Background: an optimization exercise with open tools, aiming at small area. Do not read the settings as production practice. The RTL was checked by simulation tests, not by an equivalence proof against the original design. Power and IR drop assume default switching activity.

==> design/flow/design.v <==
module mpl115a2_comp (
    input  wire       clk,
    input  wire       cload,    
    input  wire       cinit,
    input  wire       x0,
    input  wire       x1,
    input  wire       x2,
    input  wire       x3,
    output wire       s
);
    reg  [1:0] c;
    wire [1:0] ci  = cload ? {1'b0, cinit} : c;
    wire [2:0] sum = x0 + x1 + x2 + x3 + ci;
    assign s = sum[0];
    always @(posedge clk) c <= sum[2:1];
endmodule
module mpl115a2_seq #(
    parameter [6:0]   P_DEVADDR          = 7'h60,
    parameter integer P_CONV_WAIT_CYCLES = 1000
) (
    input  wire        clk,
    input  wire        rst,
    input  wire        h_valid,
    input  wire        h_write,
    input  wire [7:0]  h_addr,
    input  wire [31:0] h_wdata,
    input  wire [3:0]  h_be,
    output wire [31:0] h_rdata,
    output wire        h_err,
    output wire        req_valid,
    input  wire        req_ready,
    output wire        req_kind,
    output wire [6:0]  req_dev,
    output wire [1:0]  req_wlen,
    output wire [15:0] req_wdata,
    output wire [3:0]  req_rlen,
    input  wire        rsp_valid,
    input  wire        rsp_ok,
    input  wire [63:0] rsp_rdata
);
    localparam integer WAIT_PASSES = (P_CONV_WAIT_CYCLES + 48) / 48;
    localparam [3:0] S_IDLE = 4'd0, S_WAIT = 4'd1, S_CW = 4'd2, S_CH = 4'd3,
                     S_CM   = 4'd4, S_CD   = 4'd5, S_CT = 4'd6,
                     S_COEF = 4'b1001, S_CONV = 4'b1011, S_ADC = 4'b1101, S_SETWR = 4'b1111;
    localparam [1:0] K_COEF = 2'd0, K_CONV = 2'd1, K_ADC = 2'd2, K_SET = 2'd3;
    localparam [47:0] KA  = 48'd103323 << 9;    
    localparam [47:0] KP  = 48'd185082;         
    localparam [47:0] KT  = 48'd122497 << 20;               
    localparam [47:0] KT0 = ((48'd1 << 28) - 48'd93543) << 20;  
    reg [3:0]   st;
    reg [15:0]  a0_raw, b1_raw, b2_raw;
    reg [13:0]  c12_raw;
    reg [9:0]   padc, tadc;
    reg         done, valid, overrun;
    reg [2:0]   ek;
    reg [17:0]  press;
    reg [11:0]  temp;
    reg [5:0]   p;
    reg [4:0]   idx;
    reg [47:0]  A;
    reg [23:0]  B;
    reg         dA, zf;
    wire busy = (st != S_IDLE);
    wire err  = (ek != 3'd0);
    wire [3:0] errstage = ek[2] & ek[1] ? 4'd1 : {1'b0, ek};
    wire [3:0] errcode  = (ek == 3'd6) ? 4'd4 : (ek == 3'd7) ? 4'd3 :
                          {2'b00, ek[0], err & ~ek[0]};
    wire        txn  = st[3];
    wire [1:0]  kind = st[2:1];
    wire h_legal   = (h_addr[1:0] == 2'b00) && (h_be == 4'b1111);
    wire cmd_write = h_valid && h_write && h_legal && (h_addr == 8'h00);
    reg [31:0] rd_mux;
    always @(*) begin
        case (h_addr)
            8'h04: rd_mux = {16'd0, errstage, errcode, 3'd0, overrun, valid, err, done, busy};
            8'h08: rd_mux = {{14{press[17]}}, press};
            8'h0C: rd_mux = {{20{temp[11]}}, temp};
            8'h10: rd_mux = {25'd0, P_DEVADDR};
            8'h14: rd_mux = {6'd0, tadc, 6'd0, padc};
            8'h18: rd_mux = {b1_raw, a0_raw};
            8'h1C: rd_mux = {2'd0, c12_raw, b2_raw};
            default: rd_mux = 32'd0;
        endcase
    end
    assign h_rdata = h_legal ? rd_mux : 32'd0;
    assign h_err   = !h_legal;
    wire is_measure = (h_wdata == 32'h0000_0001);
    wire is_setreg  = (h_wdata[7:0] == 8'h02) && (h_wdata[31:24] == 8'h00);
    wire [7:0] cmd_addr = h_wdata[15:8];
    wire [7:0] cmd_data = h_wdata[23:16];
    assign req_valid = txn & st[0];
    assign req_dev   = P_DEVADDR;
    assign req_kind  = ~kind[0];                        
    assign req_wlen  = {kind[0], ~kind[0]};
    assign req_rlen  = {kind == K_COEF, kind == K_ADC, 2'b00};
    assign req_wdata = kind[1] ? (kind[0] ? {idx[3:0], p[3:0], 6'd0, p[5:4]} : 16'h0000)
                               : (kind[0] ? 16'h0012 : 16'h0004);
    wire rsp_take = rsp_valid && txn && !st[0];
    wire rsp_good = rsp_take && rsp_ok;
    wire pe = (p == 6'd47);
    wire [4:0] i = idx;
    wire tb_i = (i < 5'd10) ? tadc[i[3:0]] : 1'b0;
    wire pb_i = (i < 5'd10) ? padc[i[3:0]] : 1'b0;
    wire cb_i = (i < 5'd14) ? c12_raw[i[3:0]] : 1'b0;
    wire tb_p = (p < 6'd10) ? tadc[p[3:0]] : 1'b0;
    wire [63:0] b2_x = {{40{b2_raw[15]}}, b2_raw, 8'd0};
    wire [63:0] b1_x = {{39{b1_raw[15]}}, b1_raw, 9'd0};
    wire [63:0] a0_x = {{39{a0_raw[15]}}, a0_raw, 9'd0};
    wire b2_p8 = b2_x[p];
    wire b1_p9 = b1_x[p];
    wire a0_p9 = a0_x[p];
    wire q = A[47] | (A[37] & (&A[46:38]));
    reg x0, x1, x2, x3, cload, cinit, b_in;
    wire s;
    always @(*) begin
        x0 = 1'b0; x1 = 1'b0; x2 = 1'b0; x3 = 1'b0;
        cload = (p == 6'd0); cinit = 1'b0;
        b_in = B[0];
        case (st)
            S_CW: begin
                x0 = (p == 6'd0 || idx == 5'd9) ? 1'b0 : dA;
                x1 = pb_i & tb_p;
                if (p < 6'd20 && idx == 5'd0) b_in = s;
            end
            S_CH: begin
                x0 = (p == 6'd0 || idx == 5'd13) ? 1'b0 : dA;
                x1 = (cb_i & (p < 6'd20) & B[0]) ^ ((idx == 5'd13) & c12_raw[13]);
                cinit = (idx == 5'd13) & c12_raw[13];
                x2 = (tb_i & b2_p8) | ((idx == 5'd10) & KA[p]);
                x3 = (pb_i & b1_p9) | ((idx == 5'd10) & a0_p9);
            end
            S_CM: begin
                x0 = A[0];
                x1 = (p >= 6'd2) & B[22];
                x2 = (idx == 5'd0) & (p >= 6'd3) & B[21];
                b_in = A[0];
            end
            S_CD: begin
                cload = (p == 6'd0) || (p == 6'd38);
                cinit = (p == 6'd38) & B[10];
                x0 = (p == 6'd0) ? q : dA;
                if (p == 6'd0) b_in = q;
            end
            S_CT: begin
                cload = (p == 6'd0) || (p == 6'd20);
                if (p < 6'd20) begin
                    x0 = A[0] & ~((p == 6'd0) & zf);
                    x1 = (idx == 5'd9) & KP[p];
                end else begin
                    x0 = (p == 6'd20 || idx == 5'd9) ? 1'b0 : dA;
                    x1 = ~tb_i & KT[p];
                    x2 = (idx == 5'd9) & KT0[p];
                end
            end
            default: ;
        endcase
    end
    mpl115a2_comp u_add (
        .clk(clk), .cload(cload), .cinit(cinit),
        .x0(x0), .x1(x1), .x2(x2), .x3(x3), .s(s)
    );
    always @(posedge clk) begin
        A  <= {s, A[47:1]};
        B  <= {b_in, B[23:1]};
        dA <= A[0];
        if (st == S_CD && idx == 5'd0) begin
            if (p == 6'd18)     zf <= ~s;
            else if (p > 6'd18) zf <= zf & ~s;
        end
    end
    wire p_clr = rsp_good && (kind == K_CONV || kind == K_ADC);
    always @(posedge clk) begin
        if (rst) begin
            st       <= S_IDLE;
            a0_raw   <= 16'd0;
            b1_raw   <= 16'd0;
            b2_raw   <= 16'd0;
            c12_raw  <= 14'd0;
            padc     <= 10'd0;
            tadc     <= 10'd0;
            done     <= 1'b0;
            valid    <= 1'b0;
            overrun  <= 1'b0;
            ek       <= 3'd0;
            press    <= 18'd0;
            temp     <= 12'd0;
            p        <= 6'd0;
            idx      <= 5'd0;
        end else begin
            if (st[3:1] != 3'b111)
                p <= (pe || p_clr) ? 6'd0 : p + 6'd1;
            if (req_valid && req_ready)
                st[0] <= 1'b0;
            if (cmd_write) begin
                if (busy) begin
                    overrun <= 1'b1;
                end else begin
                    done    <= 1'b0;
                    ek      <= 3'd0;
                    overrun <= 1'b0;
                    if (is_measure) begin
                        valid <= 1'b0;
                        st    <= S_COEF;
                    end else if (is_setreg) begin
                        p   <= {cmd_addr[1:0], cmd_data[3:0]};
                        idx <= {1'b0, cmd_data[7:4]};
                        if (cmd_addr > 8'h02) begin
                            done <= 1'b1;
                            ek   <= 3'd7;
                        end else begin
                            st <= S_SETWR;
                        end
                    end else begin
                        done <= 1'b1;
                        ek   <= 3'd6;
                    end
                end
            end
            if (rsp_take) begin
                if (!rsp_ok) begin
                    st   <= S_IDLE;
                    done <= 1'b1;
                    ek   <= {1'b0, kind} + 3'd2;      
                end else begin
                    case (kind)
                        K_COEF: begin
                            a0_raw  <= {rsp_rdata[7:0],   rsp_rdata[15:8]};
                            b1_raw  <= {rsp_rdata[23:16], rsp_rdata[31:24]};
                            b2_raw  <= {rsp_rdata[39:32], rsp_rdata[47:40]};
                            c12_raw <= {rsp_rdata[55:48], rsp_rdata[63:58]};
                            st      <= S_CONV;
                        end
                        K_CONV: begin
                            st  <= S_WAIT;
                            idx <= WAIT_PASSES[4:0] - 5'd1;
                        end
                        K_ADC: begin
                            padc <= {rsp_rdata[7:0],   rsp_rdata[15:14]};
                            tadc <= {rsp_rdata[23:16], rsp_rdata[31:30]};
                            st   <= S_CW;
                            idx  <= 5'd9;
                        end
                        default: begin
                            st   <= S_IDLE;
                            done <= 1'b1;
                        end
                    endcase
                end
            end
            if (pe && !txn && busy) begin
                idx <= idx - 5'd1;
                if (idx == 5'd0) begin
                    case (st)
                        S_WAIT: st <= S_ADC;
                        S_CW:   begin st <= S_CH; idx <= 5'd13; end
                        S_CH:   begin st <= S_CM; idx <= 5'd3; end
                        S_CM:   begin st <= S_CD; idx <= 5'd17; end
                        S_CD:   begin st <= S_CT; idx <= 5'd9; end
                        S_CT: begin
                            press <= A[18:1];
                            temp  <= {s, A[47:37]};
                            valid <= 1'b1;
                            done  <= 1'b1;
                            st    <= S_IDLE;
                        end
                        default: ;
                    endcase
                end
            end
        end
    end
endmodule
==> design/flow/flow/run.sh <==
#!/bin/bash
# The standard layout (standard.sh: the standard synthesis script and the ORFS steps), with
# these changes, all made through ORFS's own variables:
#  - ABC maps the logic for area (flow/abc_area.script: six rounds of dch + amap) in place of
#    ORFS's delay-oriented abc_speed.script; a copy of ORFS's scripts folder holds the script.
#    Nothing else in the scripts changes, so the registers are the standard synthesis's.
#  - every port still gets a buffer, but the smallest one (buf_1);
#  - the clock tree uses clkbuf_4 with small sink clusters and no dummy loads;
#  - the tie cells are not duplicated per load (SKIP_REPAIR_TIE_FANOUT).
# make's output goes to standard.log; each tool's full log is under orfs/logs/.
set -euo pipefail
rm -rf scripts
cp -r "$FLOW_HOME/scripts" scripts
cp flow/abc_area.script scripts/abc_speed.script
export SCRIPTS_DIR="$PWD/scripts"
export BUFFER_PORTS_ARGS="-buffer_cell sky130_fd_sc_hd__buf_1"
export CTS_ARGS="-sink_clustering_enable -repair_clock_nets -dont_use_dummy_load -buf_list sky130_fd_sc_hd__clkbuf_4 -sink_clustering_size 9 -sink_clustering_max_diameter 45"
export SKIP_REPAIR_TIE_FANOUT=1
bash standard.sh > standard.log 2>&1
==> design/flow/flow/abc_area.script <==
strash
dch
amap -F 2 -A 8
strash
dch
amap -F 2 -A 8
strash
dch
amap -F 2 -A 8
strash
dch
amap -F 2 -A 8
strash
dch
amap -F 2 -A 8
strash
dch -f
amap -F 4 -A 16
==> design/flow/standard.sh <==
#!/bin/bash
# synth_recipe.tcl (not shown) runs the flow's synth.tcl, then flattens the netlist and writes it again
# the make line also repeats each setting of config.mk as NAME=value (left out here)
make -C /OpenROAD-flow-scripts/flow DESIGN_CONFIG=/design/flow/config.mk WORK_HOME=/design/flow/orfs CLKGATE_MAP_FILE= SYNTH_SCRIPT=/design/flow/synth_recipe.tcl "${@:-finish}"
==> design/flow/config.mk <==
export PLATFORM = sky130hd
export DESIGN_NAME = mpl115a2_seq
export DESIGN_NICKNAME = mpl115a2_seq
export VERILOG_FILES = /design/flow/design.v
export SDC_FILE = /design/flow/constraint.sdc
export NUM_CORES = 4
export LEC_CHECK = 0
export CAP_MARGIN = 0
export CORE_MARGIN = 2
export CORE_UTILIZATION = 60
export SLEW_MARGIN = 0
==> design/flow/constraint.sdc <==
create_clock -name core_clock -period 50.0 [get_ports {clk}]
set_input_delay 10.0000 -clock core_clock [delete_from_list [all_inputs] [get_ports {clk}]]
set_output_delay 10.0000 -clock core_clock [all_outputs]
set_load 0.01 [all_outputs]
==> results of run 1 <==
kinds of logic (layout without fill, tap and decap cells):
logic type / count (synthesis) / in the layout / share of synthesized area
compound gates: 347 / 347 / 0.279
fa+ha+maj: 19 / 19 / 0.0294
flops: 209 / 209 / 0.488
simple gates: 325 / 325 / 0.161
other cells: 2 / 3 / 0.000874
buf+inv: 79 / 273 / 0.0415
power by group:
group	switching (mW)	leakage (nW)	internal, mW
clock network	0.0527	0.138	0.0273
logic	0.0104	1.35	0.00462
registers	0.00407	1.70	0.174
total	0.0672	3.19	0.206
flip-flops by register name, indices dropped and copies added (netlist names), 2 cells and up:
| name | cells |
|---|---|
| temp | 12 |
| idx | 5 |
| p | 6 |
| B | 24 |
| ek | 3 |
| a0_raw | 16 |
| b2_raw | 16 |
| b1_raw | 16 |
| tadc | 10 |
| c12_raw | 14 |
| padc | 10 |
| A | 48 |
| u_add.c | 2 |
| st | 4 |
| press | 18 |
worst min-delay path by stage:
stage	start	to	slack, ns
floorplan	A[19]	A[18]	0.31
global placement	B[23]	B[22]	0.31
detailed placement	A[30]	A[29]	0.31
CTS	A[33]	A[32]	0.28
global route	A[33]	A[32]	0.27
finish	A[33]	A[32]	0.28
metrics by stage:
step	setup WS [ns]	util	power [mW]	hold slack (ns)
after global routing	26.85	0.695	0.282	0.275
final	26.94	0.695	0.273	0.281
after detailed placement	27.06	0.679	0.196	0.313
after CTS	27.02	0.695	0.273	0.280
after floorplan	27.09	-	0.187	0.310
after global placement	27.07	0.679	0.196	0.311
layer usage:
| layer | GRT usage | vias to the layer above | part of all wire |
|---|---|---|---|
| met5 | 0 | - | 0 |
| met4 | 0.142 | 0 | 0.035 |
| met3 | 0.0659 | 100 | 0.11 |
| met2 | 0.585 | 634 | 0.46 |
| met1 | 0.487 | 4155 | 0.39 |
| li1 | - | 4125 | - |
cell type report:
cell class	instances	area, sq um	share of cell area
clock buffer	30	225	0.0232
tap	180	225	0.0232
multi-input combinational	693	4060	0.419
sequential	209	4190	0.433
antenna	1	2.50	0.000258
inverter	63	236	0.0244
timing repair buffer	180	743	0.0767
layout by cell type, fill, tap and decap left out, drive strengths merged, types with 15 or more instances in the layout:
cell,Yosys,final
clkinv,63,62
clkbuf,0,31
nor3,30,30
a21oi,63,63
nor2,208,208
nand3,15,15
dfxtp,208,208
o22ai,109,109
a222oi,32,32
a22oi,44,44
nand2,33,33
o21ai,25,25
buf,16,179
ha,17,17
worst register-to-register path: stages, from the launching register on:
cell,delay [ns]
dfxtp_1,0.61
clkinv_1,0.49
nor4_1,0.60
nand3_1,0.36
nor2_1,0.33
clkinv_1,0.26
nor2_2,0.14
buf_4,0.37
clkinv_1,0.88
o22ai_1,0.48
nor2_1,0.07
cell usage after synthesis (5+ instances only):
library cell,count,area [sq um]
a211oi_1,6,45.0
a31oi_1,12,75.1
nand4_1,7,43.8
nand2_1,33,124
buf_4,16,120
a22oi_1,44,330
a221oi_1,12,105
or2_0,5,31.3
nor3_1,30,150
nor4_1,9,56.3
dfxtp_1,208,4160
or4_1,7,52.6
o221ai_1,8,70.1
o21ai_0,25,125
a222oi_1,32,320
nand3_1,15,75.1
a21oi_1,63,315
nor2_1,208,781
ha_1,17,213
o22ai_1,109,682
clkinv_1,63,236
==> results.py, run 1 <==
metrics = {
    "outcome": {
        "status": "timing/DRC/antenna clean",
    },
    "setup_path": {
        "critical-path-top-delay-family": "simple AND/OR/NAND/NOR gates",
        "cp_cell_sequence": "buf_1 -> or3_1 -> or2_0 -> nor3_1 -> clkinv_1 -> a31o_1 -> buf_4 -> a31oi_1 -> buf_1",
        "r2r_cells": 10,
        "worstSetupStartpoint": "h_addr[5]",
        "r2r_end": "temp[6]",
        "critPathCaptureType": "primary output",
        "max_stage_delay_ns": 0.91,
        "worstPathRequired_ns": 40.00,
        "cp_num_buf_inv": 4,
        "rr_startpoint": "p[3]",
        "cpMostUsedCell": "buf_1",
        "cp_num_cells": 9,
        "slowest_stage": "nor3_1",
        "path_class": "input pin to primary output",
        "critPathCapture": "h_rdata[15]",
        "crit_fanout": 32,
        "cp.arrival_ns": 13.06,
        "start_kind": "input pin",
        "reg2reg_slack_ns": 45.28,
    },
    "clocking": {
        "cts_root_buf": "clkbuf_4",
        "insertion_delay_ns": 0.70,
        "htree_levels": 1,
        "cts_tree": "done",
        "cts.repair.resized": 0,
        "cts_setup_buffers": 0,
        "clock-sinks": 209,
        "holdBufCountCts": 0,
        "clk_pin_slew_ns": 0.08,
        "cts_buffers": 30,
        "cts_max_path_buffers": 3,
    },
    "sta": {
        "setup_viol": 0,
        "period_share": 0.461,
        "slew_headroom": 0.215,
        "rsz0062_at_grt": "no",
        "slew_viol_final": 0,
        "skew_ns": 0.123,
        "period_needed_ns": 23.06,
        "fmax_mhz": 43.4,
        "fin_setup_tns_ns": 0,
        "tightest_slew_ns": 1.17,
        "finalHoldViolCount": 0,
    },
    "placement": {
        "placed_cells": 1325,
        "place_hpwl_mm": 19.4,
        "gp_congestion": 0.990,
        "portBuffers": 163,
        "placedInstanceArea_sq_um": 9460,
    },
    "detailed_routing": {
        "routed_wl_mm": 28.3,
        "drtPass1Iterations": 8,
        "drt-vias-per-instance": 6.65,
        "drtAntennaViolNets": 0,
        "wl_per_cell_um": 20.9,
        "drt_iter0_drc": 1314,
        "drc": 0,
        "vias": 9014,
    },
    "global_route": {
        "grt_max_degree": 69,
        "grt_pass1_vias": 8243,
        "grt-ovfl-total": 0,
        "grt.total_usage": 0.364,
        "antenna_found_initial": 1,
        "grt_pass1_wl_mm": 43.4,
    },
    "synth": {
        "netlist_instances": 981,
        "synth_seq_cells": 209,
        "synthArstFlopShare": 0,
        "synth_cell_type_count": 46,
        "synth_area_sq_um": 8590,
        "yosysWarnings": 2,
        "synth_nets": 1115,
        "syn_avg_cell_area_sq_um": 8.76,
        "synth_edf_count": 1,
        "yosysSeqAreaShare": 0.488,
        "synth_ff_type": "dfxtp_1",
    },
    "floorplan": {
        "initial_core_util": 0.616,
        "die_area_sq_um": 15300,
        "ioPinCount": 179,
        "coreArea_sq_um": 13900,
        "fp.dieW_um": 124,
        "row_count": 43,
        "die_h_um": 124,
    },
    "min_path": {
        "min_path_cells": 0,
        "hp-class": "register to register",
    },
    "power": {
        "power_density_nw_per_um2": 28.2,
        "ir_worst_vdd_mv": 0.0285,
        "leakagePower_nw": 3.19,
    },
    "cells_and_area": {
        "nets": 1311,
        "layout.cells.non_filler": 1356,
        "final.fill_count": 1247,
        "drive_gt1_frac": 0.0460,
        "stdcell_area_sq_um": 9690,
        "syn_to_final_growth_pct": 12.8,
    },
    "job": {
        "maxCapViolCount": 0,
    },
}
==> run 2, diff against run 1 <==
--- a/design/flow/config.mk
+++ b/design/flow/config.mk
@@ -9,3 +9,3 @@
 export CORE_MARGIN = 2
-export CORE_UTILIZATION = 60
+export CORE_UTILIZATION = 68
 export SLEW_MARGIN = 0
==> results.py, run 2 <==
metrics = {
    "placement": {
        "portBuffers": 163,
        "place_hpwl_mm": 18.8,
        "gp_congestion": 1.11,
    },
    "cells_and_area": {
        "nets": 1308,
        "diodes": 0,
        "largest_register": "A",
        "mostFrequentLayoutCells": "dfxtp_1 (208), nor2_1 (207), buf_1 (162), o22ai_1 (109), a21oi_1 (63)",
        "largest_register_ffs": 48,
        "drive_gt1_frac": 0.0435,
        "syn_to_final_growth_pct": 12.4,
        "postLayoutCoreUtil": 0.774,
        "largestRegisters": "A x48, B x24, press x18",
        "mostFrequentLayoutCell": "dfxtp_1",
    },
    "clocking": {
        "cts_buffers": 28,
        "cts_root_buf": "clkbuf_4",
        "cts_max_path_buffers": 3,
        "htree_levels": 1,
        "clock-sinks": 209,
        "clk_pin_slew_ns": 0.09,
        "cts_setup_buffers": 0,
        "cts_tree": "done",
        "insertion_delay_ns": 0.69,
        "holdBufCountCts": 0,
        "cts.repair.resized": 0,
    },
    "floorplan": {
        "initial_core_util": 0.689,
        "row_count": 41,
        "coreArea_sq_um": 12500,
        "die_area_sq_um": 13500,
        "ioPinCount": 179,
        "fp.dieW_um": 116,
        "die_h_um": 116,
    },
    "synth": {
        "synth_nets": 1115,
        "synth_area_sq_um": 8590,
        "synth_ff_type": "dfxtp_1",
        "yosysSeqAreaShare": 0.488,
        "synth_top_area_frac": 0.485,
        "synthArstFlopShare": 0,
        "synth_seq_cells": 209,
        "yosys.area.top_type": "dfxtp_1",
        "yosysWarnings": 2,
        "netlist_instances": 981,
        "synth_cell_type_count": 46,
        "synth_edf_count": 1,
        "synth_commonest_cells": "dfxtp_1 (208), nor2_1 (208), o22ai_1 (109)",
        "synth_area_leaders": "dfxtp_1 (48%), nor2_1 (9.1%), o22ai_1 (7.9%)",
        "syn_avg_cell_area_sq_um": 8.76,
    },
    "sta": {
        "fin_setup_tns_ns": 0,
        "setup_viol": 0,
        "finalHoldViolCount": 0,
        "period_share": 0.465,
        "period_needed_ns": 23.27,
        "fmax_mhz": 43.0,
        "rsz0062_at_grt": "no",
        "tightest_slew_ns": 1.25,
        "slew_headroom": 0.167,
        "slew_viol_final": 0,
        "skew_ns": 0.108,
    },
    "setup_path": {
        "cpMostUsedCell": "buf_1",
        "crit_fanout": 32,
        "start_kind": "input pin",
        "max_stage_delay_ns": 0.82,
        "critPathCaptureType": "primary output",
        "cp_cell_sequence": "buf_1 -> or3_1 -> or2_0 -> nor3_1 -> clkinv_1 -> a31o_1 -> a41oi_1 -> buf_1",
        "slowest_stage": "nor3_1",
        "worstPathRequired_ns": 40.00,
        "cp.arrival_ns": 13.27,
        "path_class": "input pin to primary output",
    },
    "global_route": {
        "grt.total_usage": 0.392,
        "grt_pass1_vias": 7992,
        "antenna_found_initial": 0,
        "grt-ovfl-total": 0,
        "grt_pass1_wl_mm": 41.6,
        "grt_max_degree": 95,
    },
    "power": {
        "ir_worst_vdd_mv": 0.0320,
        "power_density_nw_per_um2": 28.0,
        "leakagePower_nw": 3.18,
        "p_total_mw": 0.270,
    },
    "outcome": {
        "status": "timing/DRC/antenna clean",
    },
    "min_path": {
        "hp-class": "register to register",
    },
    "job": {
        "maxCapViolCount": 0,
    },
    "detailed_routing": {
        "drtPass1Iterations": 7,
        "drt-vias-per-instance": 6.73,
        "drtAntennaViolNets": 0,
        "drt_iter0_drc": 1617,
        "vias": 9044,
        "drc": 0,
        "wl_per_cell_um": 20.3,
        "routed_wl_mm": 27.3,
    },
}
[run 2: cell counts after synthesis]
Identical to the previous run, type by type.
[run 2: routing by layer]
layer,up-vias,wire length [um],GRT usage
li1,4112,-,-
met1,4142,10500,0.535
met2,670,12400,0.612
met3,120,3260,0.0846
met4,0,1150,0.149
met5,-,0,0
[run 2: power by group]
group	internal (mW)	switching, mW
sequential	0.174	0.00409
combinational	0.00463	0.0105
clock	0.0256	0.0519
[run 2: path summary, 6_finish.rpt]
path	to	slack (ns)	from	depth (start not counted)
worst max-delay path	h_rdata[5]	26.73	h_addr[5]	8
worst min-delay path	A[27]	0.27	A[28]	0
worst max register to register	B[23]	45.24	p[2]	14
worst min register to register	A[27]	0.27	A[28]	0
[run 2: per-stage QoR]
step / instances / instance area (sq um) / hold slack (ns) / worst slack [ns]
floorplan: 981 / 8590 / 0.310 / 27.09
global placement: 1316 / 9440 / 0.311 / 26.85
detailed placement: 1316 / 9440 / 0.312 / 26.84
CTS: 1344 / 9650 / 0.280 / 26.83
global route: 1344 / 9650 / 0.285 / 26.53
finish: 1344 / 9650 / 0.273 / 26.73
[run 2: critical path, delay by kind of cell]
family                 cells  cell delay, ns
AO/OA/AOI/OAI              2            1.17
buffers and inverters      3            0.62
AND/OR/NAND/NOR            3            1.45
[run 2: logic make-up after synthesis]
| group | after synthesis | synth area share |
|---|---|---|
| buffers and inverters | 79 | 0.0415 |
| adder cells (fa/ha/maj) | 19 | 0.0294 |
| flip-flops | 209 | 0.488 |
| AO/OA/AOI/OAI | 347 | 0.279 |
| other | 2 | 0.000874 |
| AND/OR/NAND/NOR | 325 | 0.161 |
[run 2: area by class of cell]
class	instances	area [sq um]
Tap cell	172	215
Multi-Input combinational cell	693	4060
Inverter	63	236
Fill cell	987	2810
Sequential cell	209	4190
Clock buffer	28	210
Timing Repair Buffer	179	736

[separate check: timing with driven ports]
How much do the figures lean on ideal ports? The routed layouts below were timed once more, with nothing changed but the port constraints.
Step 1 (the two cells are an assumption about what drives the block):
set clk [get_ports {clk}]
set_driving_cell -lib_cell sky130_fd_sc_hd__clkbuf_16 $clk
set_driving_cell -lib_cell sky130_fd_sc_hd__buf_2 [delete_from_list [all_inputs] $clk]
Step 2 also shifts input and output timing later by t, the mid clock arrival at the registers, as if the neighbouring blocks saw the same clock.
a / b / c = no drivers / after step 1 / after step 2; a / b = the first two.
| run | t (ns) | setup slack, ns | hold WS [ns] | worst slew at a driven data input, ns |
|---|---|---|---|---|
| run 1 | 0.682 | 26.941 / 26.921 / 26.921 | 0.281 / 0.281 / 0.281 | 0.04 |
| run 2 | 0.670 | 26.735 / 26.710 / 26.710 | 0.273 / 0.273 / 0.273 | 0.04 |
After both steps every run listed still meets setup and hold. The setup slack of run 2, which loses most, moves by -0.025 ns with the drivers and by -0.025 ns with both steps.
